What follows belongs to an exercise in optimizing a design on an open flow for small area, a short achievable clock period and few clock cycles; a production flow would make more cautious choices.
At most, simulation tests tie the RTL to the original design; equivalence was not proved.
Power is estimated from default activity; no workload was simulated.

==> flow/design.v (excerpt) <==
module hspap (
    input  wire        clk,
    input  wire        rst,           
    input  wire [31:0] cfg_ps,
    input  wire [31:0] cfg_ppc,
    input  wire [31:0] cfg_win,
    input  wire [31:0] cfg_wout,
    input  wire [31:0] cfg_rate,
    input  wire        cmd_valid,
    input  wire [31:0] cmd_code,
    output wire [7:0]  status,
    output wire [12:0] loop_width,
    output wire        rm_we,
    output wire        rm_bank,
    output wire [13:0] rm_addr,
    output wire [31:0] rm_wdata
);
make LEC_CHECK=0 ABC_CLOCK_PERIOD_IN_PS=3500 CAP_MARGIN=20 CORE_MARGIN=2 CORE_UTILIZATION=40 PLACE_DENSITY=0.6 SETUP_SLACK_MARGIN=5 SLEW_MARGIN=20 finish   # period 13.0 ns
run.sh (not shown) runs the stock make flow with config.mk's settings and CLKGATE_MAP_FILE= SYNTH_SCRIPT=/design/flow/synth_recipe.tcl, a recipe that flattens the netlist after the stock synthesis.
The first run went through all stages and came out clean.
Change:
ABC_CLOCK_PERIOD_IN_PS = not set   (was 3500)
- area after synthesis is unchanged
- die area stays the same
- utilization does not change
- first-iteration DRC count does not change
- global-route usage does not change
Function was not checked in any run of this note: the RTL went through the layout flow alone.

---

Another version of the RTL of hspap (not shown whole).
Size in the first run: ~1900 cells after synthesis, roughly 0.015 mm² of cells after synthesis.
==> flow/config.mk <==
export PLATFORM = sky130hd
export DESIGN_NAME = hspap
export DESIGN_NICKNAME = hspap
export VERILOG_FILES = /design/flow/design.v
export SDC_FILE = /design/flow/constraint.sdc
export NUM_CORES = 4
export LEC_CHECK = 0
export CAP_MARGIN = 20
export CORE_MARGIN = 2
export CORE_UTILIZATION = 40
export PLACE_DENSITY = 0.6
export SLEW_MARGIN = 20
==> flow/constraint.sdc <==
create_clock -name core_clock -period 13.0 [get_ports {clk}]
set_input_delay 2.6000 -clock core_clock [delete_from_list [all_inputs] [get_ports {clk}]]
set_output_delay 2.6000 -clock core_clock [all_outputs]
set_load 0.01 [all_outputs]
standard.sh (not shown) runs the stock make flow with config.mk's settings and CLKGATE_MAP_FILE= SYNTH_SCRIPT=/design/flow/synth_recipe.tcl, a recipe that flattens the netlist after the stock synthesis.
==> flow/flow/run.sh <==
#!/bin/bash
# Standard ORFS layout, with timing repair aimed below the clock period so
# that the achieved period (clock period less setup slack) is short, and
# small port buffers.
set -euo pipefail
export SETUP_SLACK_MARGIN=8.5
export BUFFER_PORTS_ARGS="-buffer_cell sky130_fd_sc_hd__buf_1"
bash standard.sh > standard_flow.log 2>&1
Then changed:
==> flow/flow/run.sh (replaced) <==
#!/bin/bash
# Standard ORFS layout, with timing repair aimed below the clock period so
# that the achieved period (clock period less setup slack) is short.
set -euo pipefail
export SETUP_SLACK_MARGIN=8.5
bash standard.sh > standard_flow.log 2>&1
=>
- The changed run finished with timing, DRC and antenna clean
- register-to-register slack improved by 0.07 ns
- critical path depth came out higher by 2
- maximum frequency came out lower by 0.93%
- setup slack gets worse by 0.053 ns
- die area is unchanged
No functional check of the RTL was part of any run of this note.

---

The RTL this note starts from:
==> flow/design.v <==
module hspap (
    input  wire        clk,
    input  wire        rst,           
    input  wire [31:0] cfg_ps,
    input  wire [31:0] cfg_ppc,
    input  wire [31:0] cfg_win,
    input  wire [31:0] cfg_wout,
    input  wire [31:0] cfg_rate,
    input  wire        cmd_valid,
    input  wire [31:0] cmd_code,
    output wire [7:0]  status,
    output wire [12:0] loop_width,
    output wire        rm_we,
    output wire        rm_bank,
    output wire [13:0] rm_addr,
    output wire [31:0] rm_wdata
);
    localparam ST_IDLE  = 2'd0;
    localparam ST_BUSY  = 2'd1;
    localparam ST_DONE  = 2'd2;
    localparam ST_ERROR = 2'd3;
    wire code_ok = (cmd_code[31:2] == 30'd0) && (cmd_code[1] ^ cmd_code[0]);
    wire ppc_hi0 = (cfg_ppc[31:4] == 28'd0);
    wire p1 = ppc_hi0 && (cfg_ppc[3:0] == 4'd1);
    wire p2 = ppc_hi0 && (cfg_ppc[3:0] == 4'd2);
    wire p4 = ppc_hi0 && (cfg_ppc[3:0] == 4'd4);
    wire p8 = ppc_hi0 && (cfg_ppc[3:0] == 4'd8);
    wire ppc_ok = p1 | p2 | p4 | p8;
    wire ps_ok = (cfg_ps[31:5] == 27'd0) && (cfg_ps[4:0] != 5'd0) &&
                 (!cfg_ps[4] || (cfg_ps[3:0] == 4'd0));
    wire w_ok = (cfg_win != 32'd0) && (cfg_wout != 32'd0);
    wire r_ok = (cfg_rate != 32'd0);
    wire q8 = cfg_ppc[3], q4 = cfg_ppc[2], q2 = cfg_ppc[1];
    wire big = (cfg_win[31:14] != 18'd0) || (cfg_wout[31:14] != 18'd0) ||
               (q8 ? ((cfg_win[13:0] > 14'd10240) || (cfg_wout[13:0] > 14'd10240))
                   : ((cfg_win[13:0] > 14'd7680)  || (cfg_wout[13:0] > 14'd7680)));
    reg [3:0] chk_code;
    always @(*) begin
        if (!code_ok)     chk_code = 4'd6;
        else if (!ppc_ok) chk_code = 4'd1;
        else if (!ps_ok)  chk_code = 4'd2;
        else if (!w_ok)   chk_code = 4'd3;
        else if (!r_ok)   chk_code = 4'd4;
        else if (big)     chk_code = 4'd5;
        else              chk_code = 4'd0;
    end
    wire        wgt  = (cfg_win[13:0] > cfg_wout[13:0]);
    wire [12:0] sw   = q8 ? {3'd0, cfg_win[13:3]} : q4 ? {2'd0, cfg_win[13:2]} : cfg_win[13:1];
    wire        rw   = q8 ? (cfg_win[2:0] != 3'd0) : q4 ? (cfg_win[1:0] != 2'd0) : cfg_win[0];
    wire [12:0] so   = q8 ? {3'd0, cfg_wout[13:3]} : q4 ? {2'd0, cfg_wout[13:2]} : cfg_wout[13:1];
    wire        ro   = q8 ? (cfg_wout[2:0] != 3'd0) : q4 ? (cfg_wout[1:0] != 2'd0) : cfg_wout[0];
    wire [12:0] cw   = sw + {12'd0, rw};
    wire [12:0] co   = so + {12'd0, ro};
    wire        q1   = !(q8 | q4 | q2);
    wire [12:0] lww  = q1 ? cfg_win[12:0]  : cw;
    wire [12:0] lwo  = q1 ? cfg_wout[12:0] : co;
    wire [12:0] lw_in = wgt ? lww : lwo;
    wire [1:0]  pk_in = {q8 | q4, q8 | q2};
    reg [1:0]  state;
    reg [3:0]  errcode;
    reg [12:0] lw;
    reg        bank;
    reg        we_r;       
    reg        sel_pa;     
    reg [12:0] cnt;        
    reg        cact;       
    reg [11:0] addr;
    reg [1:0]  pk;         
    reg [3:0]  sh;         
    reg [15:0] rl;         
    reg [13:0] rhc;        
    reg        rhf;        
    reg [15:0] frac;       
    reg [13:0] kc;
    reg        es, ep;
    reg [13:0] rem;        
    reg [2:0]  tap;
    reg [31:0] wr;
    reg [13:0] pa;
    wire busy = (state == ST_BUSY);
    wire        k0   = (kc == 14'd0);
    wire        k1   = (kc == 14'd1);
    wire        k2   = (kc == 14'd2);
    wire        zA   = es ? k1 : (k0 && !ep);
    wire        oneA = es ? k2 : ep ? k0 : k1;
    wire        emA  = zA && (rem != 14'd0);
    wire        tA   = !zA;
    wire [16:0] s1   = {1'b0, frac} + {1'b0, rl};
    wire [17:0] s2   = {2'b0, frac} + {1'b0, rl, 1'b0};
    wire        c1   = s1[16];
    wire        c2   = s2[17] | (s2[16] & ~c1);    
    wire [15:0] fA   = emA ? s1[15:0] : frac;
    wire        zE1  = c1 ? rhf : (rhc == 14'd0);   
    wire        zB   = tA ? oneA : emA ? zE1 : 1'b1;
    wire        remA1 = emA ? (rem[13:1] != 13'd0) : (rem != 14'd0);
    wire        emB  = zB && remA1;
    wire        tB   = !zB;
    wire [15:0] fB   = !emB ? fA : emA ? s2[15:0] : s1[15:0];
    wire        cI   = emA ? c2 : c1;
    reg  [13:0] kB;
    reg         esB, epB;
    always @(*) begin
        if (tA && tB) begin
            kB  = kc - (ep ? 14'd1 : 14'd2);
            esB = es;
            epB = 1'b0;
        end else if (emB) begin
            kB  = (cI & rhf) ? 14'd0 : rhc;
            esB = 1'b0;
            epB = cI & !rhf;
        end else if (emA && tB) begin
            kB  = rhc;
            esB = !c1;
            epB = 1'b0;
        end else begin
            kB  = 14'd0;
            esB = 1'b0;
            epB = 1'b0;
        end
    end
    wire [13:0] rem1 = rem - 14'd1;
    wire [13:0] rem2 = rem - 14'd2;
    wire [13:0] remB = (emA && emB) ? rem2 : (emA || emB) ? rem1 : rem;
    wire [2:0]  tap1 = tap + 3'd1;
    wire [2:0]  tap2 = tap + 3'd2;
    wire [2:0]  tapA = tA ? tap1 : tap;
    wire [2:0]  tapB = (tA && tB) ? tap2 : (tA || tB) ? tap1 : tap;
    wire [15:0] phA = frac >> sh;
    wire [15:0] phB = fA >> sh;
    reg [15:0] eA, eB;
    always @(*) begin
        case (pk)
            2'd0: begin
                eA = phA | {7'd0, emA, 8'd0};
                eB = phB | {7'd0, emB, 8'd0};
            end
            2'd1: begin
                eA = phA | {7'd0, emA, 1'b0, tapA[0], 6'd0};
                eB = phB | {7'd0, emB, 1'b0, tapB[0], 6'd0};
            end
            2'd2: begin
                eA = phA | {6'd0, emA, 1'b0, tapA[1:0], 6'd0};
                eB = phB | {6'd0, emB, 1'b0, tapB[1:0], 6'd0};
            end
            default: begin
                eA = phA | {5'd0, emA, 1'b0, tapA[2:0], 6'd0};
                eB = phB | {5'd0, emB, 1'b0, tapB[2:0], 6'd0};
            end
        endcase
    end
    wire [12:0] lwm1 = lw - 13'd1;
    reg  [12:0] cend;
    always @(*) begin
        case (pk)
            2'd0:    cend = {1'b0, lwm1[12:1]};
            2'd1:    cend = lwm1;
            2'd2:    cend = {lwm1[11:0], 1'b1};
            default: cend = {lwm1[10:0], 2'b11};
        endcase
    end
    wire        last   = (cnt == cend);
    wire        single = (pk == 2'd0) && last && lw[0];
    wire [1:0]  j = (pk == 2'd2) ? {1'b0, cnt[0]} : cnt[1:0];
    wire [15:0] eBs = single ? 16'd0 : eB;
    reg [31:0] wr_n;
    reg [13:0] pa_n;
    reg        we_n, sel_n;
    always @(*) begin
        wr_n  = wr;
        pa_n  = pa;
        we_n  = 1'b1;
        sel_n = 1'b0;
        case (pk)
            2'd0: wr_n = {eBs, eA};
            2'd1: wr_n = {16'd0, eA} | {7'd0, eB, 9'd0};
            2'd2: begin
                if (j == 2'd0) begin
                    wr_n  = {16'd0, eA} | {6'd0, eB, 10'd0};
                    we_n  = we_r;
                    sel_n = 1'b1;
                end else begin
                    wr_n = wr | {eA[11:0], 20'd0} | {eB[1:0], 30'd0};
                    pa_n = {10'd0, eA[15:12]} | eB[15:2];
                end
            end
            default: begin
                case (j)
                    2'd0: begin
                        wr_n = {16'd0, eA} | {5'd0, eB, 11'd0};
                        we_n = 1'b0;
                    end
                    2'd1: begin
                        wr_n = wr | {eA[9:0], 22'd0};
                        pa_n = {2'd0, ({6'd0, eA[15:10]} | {eB[10:0], 1'b0})};
                    end
                    2'd2: begin
                        wr_n = {({4'd0, eA} | {eB[8:0], 11'd0}), pa[11:0]};
                        pa_n = {7'd0, eB[15:9]};
                    end
                    default: begin
                        wr_n = {8'd0, {17'd0, pa[6:0]} | {6'd0, eA, 2'd0} | {eB[10:0], 13'd0}};
                    end
                endcase
            end
        endcase
    end
    assign rm_we      = we_r;
    assign rm_bank    = bank;
    assign rm_addr    = {addr, 2'b00};
    assign rm_wdata   = sel_pa ? {18'd0, pa} : wr;
    assign status     = {errcode, 2'b00, state};
    assign loop_width = lw;
    always @(posedge clk) begin
        if (rst) begin
            state   <= ST_IDLE;
            errcode <= 4'd0;
            lw      <= 13'd0;
            we_r    <= 1'b0;
        end else if (!busy) begin
            if (cmd_valid) begin
                if (chk_code != 4'd0) begin
                    state   <= ST_ERROR;
                    errcode <= chk_code;
                end else begin
                    state   <= ST_BUSY;
                    errcode <= 4'd0;
                    lw      <= lw_in;
                end
            end
        end else if (cact) begin
            we_r   <= we_n;
        end else if (pk == 2'd2 && we_r && !sel_pa) begin
            we_r   <= 1'b1;      
        end else begin
            we_r   <= 1'b0;
            state  <= ST_DONE;
        end
    end
    always @(posedge clk) begin
        frac <= busy ? fB : 16'd0;
        kc   <= busy ? kB : 14'd0;
        es   <= busy && esB;
        ep   <= busy && epB;
        rem  <= busy ? remB : cfg_wout[13:0];
        tap  <= busy ? tapB : 3'd0;
    end
    always @(posedge clk) begin
        if (!busy) begin
            bank   <= (cmd_code[1:0] == 2'd2);
            pk     <= pk_in;
            sh     <= 4'd0 - cfg_ps[3:0];
            rl     <= cfg_rate[15:0];
            rhc    <= (cfg_rate[31:30] != 2'd0) ? 14'h3fff : cfg_rate[29:16];
            rhf    <= (cfg_rate[31:16] == 16'hffff);
            cnt    <= 13'd0;
            cact   <= 1'b1;
            addr   <= 12'd0;
            sel_pa <= 1'b0;
        end else begin
            addr <= addr + {11'd0, we_r};
            if (cact) begin
                cnt    <= cnt + 13'd1;
                cact   <= !last;
                wr     <= wr_n;
                pa     <= pa_n;
                sel_pa <= sel_n;
            end else begin
                sel_pa <= 1'b1;
            end
        end
    end
endmodule
==> flow/config.mk <==
export PLATFORM = sky130hd
export DESIGN_NAME = hspap
export DESIGN_NICKNAME = hspap
export VERILOG_FILES = /design/flow/design.v
export SDC_FILE = /design/flow/constraint.sdc
export NUM_CORES = 4
export LEC_CHECK = 0
export CAP_MARGIN = 20
export CORE_MARGIN = 2
export CORE_UTILIZATION = 40
export CTS_BUF_LIST = sky130_fd_sc_hd__clkbuf_4 sky130_fd_sc_hd__clkbuf_8
export PLACE_DENSITY = 0.6
export SLEW_MARGIN = 20
==> flow/constraint.sdc <==
create_clock -name core_clock -period 13.0 [get_ports {clk}]
set_input_delay 2.6000 -clock core_clock [delete_from_list [all_inputs] [get_ports {clk}]]
set_output_delay 2.6000 -clock core_clock [all_outputs]
set_load 0.01 [all_outputs]
==> flow/flow/run.sh <==
#!/bin/bash
# Standard ORFS layout, with timing repair aimed below the clock period so
# that the achieved period (clock period less setup slack) is short, and
# small port buffers.
set -euo pipefail
export SETUP_SLACK_MARGIN=8.7
export BUFFER_PORTS_ARGS="-buffer_cell sky130_fd_sc_hd__buf_1"
bash standard.sh > standard_flow.log 2>&1
Testbench counts at the start, summed over its fixed seeds: cycles 16,847.
Change:
--- a/flow/flow/run.sh
+++ b/flow/flow/run.sh
@@ -4,5 +4,5 @@
 # small port buffers.
 set -euo pipefail
-export SETUP_SLACK_MARGIN=8.7
+export SETUP_SLACK_MARGIN=8.5
 export BUFFER_PORTS_ARGS="-buffer_cell sky130_fd_sc_hd__buf_1"
 bash standard.sh > standard_flow.log 2>&1
PLACE_DENSITY = 0.7   (was 0.6)
=> The changed run completed without violations; cell count falls by 1.2%; synthesized cell count does not change; via count is lower by 1.0%; first-iteration DRC count increases by 5.3%; worst hold slack is worse by 8.1 ps; die area does not change; cell area decreases by 3.9%; wire length came out lower by 4.9%; total power came out lower by 1.6%; worst setup slack is worse by 140 ps.
Change:
--- a/flow/flow/run.sh
+++ b/flow/flow/run.sh
@@ -4,5 +4,5 @@
 # small port buffers.
 set -euo pipefail
-export SETUP_SLACK_MARGIN=8.5
+export SETUP_SLACK_MARGIN=9
 export BUFFER_PORTS_ARGS="-buffer_cell sky130_fd_sc_hd__buf_1"
 bash standard.sh > standard_flow.log 2>&1
CTS_BUF_LIST = default   (was sky130_fd_sc_hd__clkbuf_4 sky130_fd_sc_hd__clkbuf_8)
PLACE_DENSITY = 0.6   (was 0.7)
The new run finished clean.
Routed wire length is higher by 8.7%.
Worst setup slack improves by 160 ps.
Non-clock buffer count is higher by 73.
Change:
--- a/flow/flow/run.sh
+++ b/flow/flow/run.sh
@@ -4,5 +4,5 @@
 # small port buffers.
 set -euo pipefail
-export SETUP_SLACK_MARGIN=9
+export SETUP_SLACK_MARGIN=8.5
 export BUFFER_PORTS_ARGS="-buffer_cell sky130_fd_sc_hd__buf_1"
 bash standard.sh > standard_flow.log 2>&1
CTS_BUF_LIST = sky130_fd_sc_hd__clkbuf_4 sky130_fd_sc_hd__clkbuf_8   (was default)
Outcome:
- first-iteration DRC count goes down by a few percent
- setup slack degrades by 120 ps
- wire length goes down by a few percent
- synthesized cell count does not change
- sequential cell count does not change
- power goes down by roughly a tenth
- final area goes down by roughly a tenth
- final cell count goes down by a few percent
Change:
CAP_MARGIN = 5   (was 20)
SLEW_MARGIN = 5   (was 20)
After rerunning:
- The changed run completed without violations
- total power barely changes
- combinational power stays flat
- design area drops by 0.69%
- utilization drops by 0.32 points
- worst hold slack barely changes
- routed wire length drops by 0.36%
- area after synthesis is unchanged
Change:
CAP_MARGIN = 20   (was 5)
PLACE_DENSITY = 0.5   (was 0.6)
SLEW_MARGIN = 20   (was 5)
Result: Utilization goes up by 0.84 points. Register-to-register slack improves by 40 ps. Final cell count goes up slightly. Synthesized area stays the same. Via count is about the same. Worst setup slack degrades by 56 ps. Sequential cell count does not change. Global-route usage goes up by 1.4 points. Combinational power goes up by a few percent. Critical path depth goes up by 1. Clock-buffer cell count goes down by 1.

==> afterwards: timing with drivers on the ports <==
The flow's constraints put no driver on any port. The routed layouts listed below were extracted and timed again, unchanged, in two steps. Step 1 sets driving cells, clkbuf_16 on the clock port and buf_2 on the other inputs (assumed; they add their load-dependent delay and slew). Step 2 adds t to the input delays and takes it off the output delays; t is the mean of the earliest and latest rising clock arrival at the registers after step 1. Input paths then give back, and output paths get back, about the clock's delay inside the block. Slacks: ideal / step 1 / step 2; pairs: ideal / step 1.
run	t (ns)	setup slack, ns	worst setup path after step 2	latest minus earliest clock arrival (ns)	worst slew at a driven data input, ns
the first run of note 1	0.502	5.483 / 5.512 / 5.011	input to register	0.021 / 0.021	0.12
the second run of note 1	0.502	5.483 / 5.512 / 5.011	input to register	0.021 / 0.021	0.12
the first run of note 2	0.512	7.375 / 7.359 / 6.847	input to register	0.019 / 0.019	0.11
the second run of note 2	0.498	7.323 / 7.289 / 6.791	input to register	0.015 / 0.015	0.11
the first run of note 3	0.583	8.700 / 8.693 / 8.109	input to register	0.024 / 0.023	0.16
the second run of note 3	0.583	8.564 / 8.564 / 8.012	input to register	0.024 / 0.023	0.07
the third run of note 3	0.527	8.719 / 8.721 / 8.194	input to register	0.017 / 0.016	0.13
the fourth run of note 3	0.579	8.594 / 8.618 / 8.044	input to register	0.021 / 0.021	0.14
the fifth run of note 3	0.583	8.591 / 8.611 / 8.028	input to register	0.021 / 0.020	0.13
the sixth run of note 3	0.583	8.535 / 8.571 / 7.988	input to register	0.025 / 0.026	0.13
After both steps setup and hold are still met in every run listed. For the first run of note 3, which loses most, drivers alone change the setup slack by -0.007 ns; drivers and shift together by -0.591 ns.
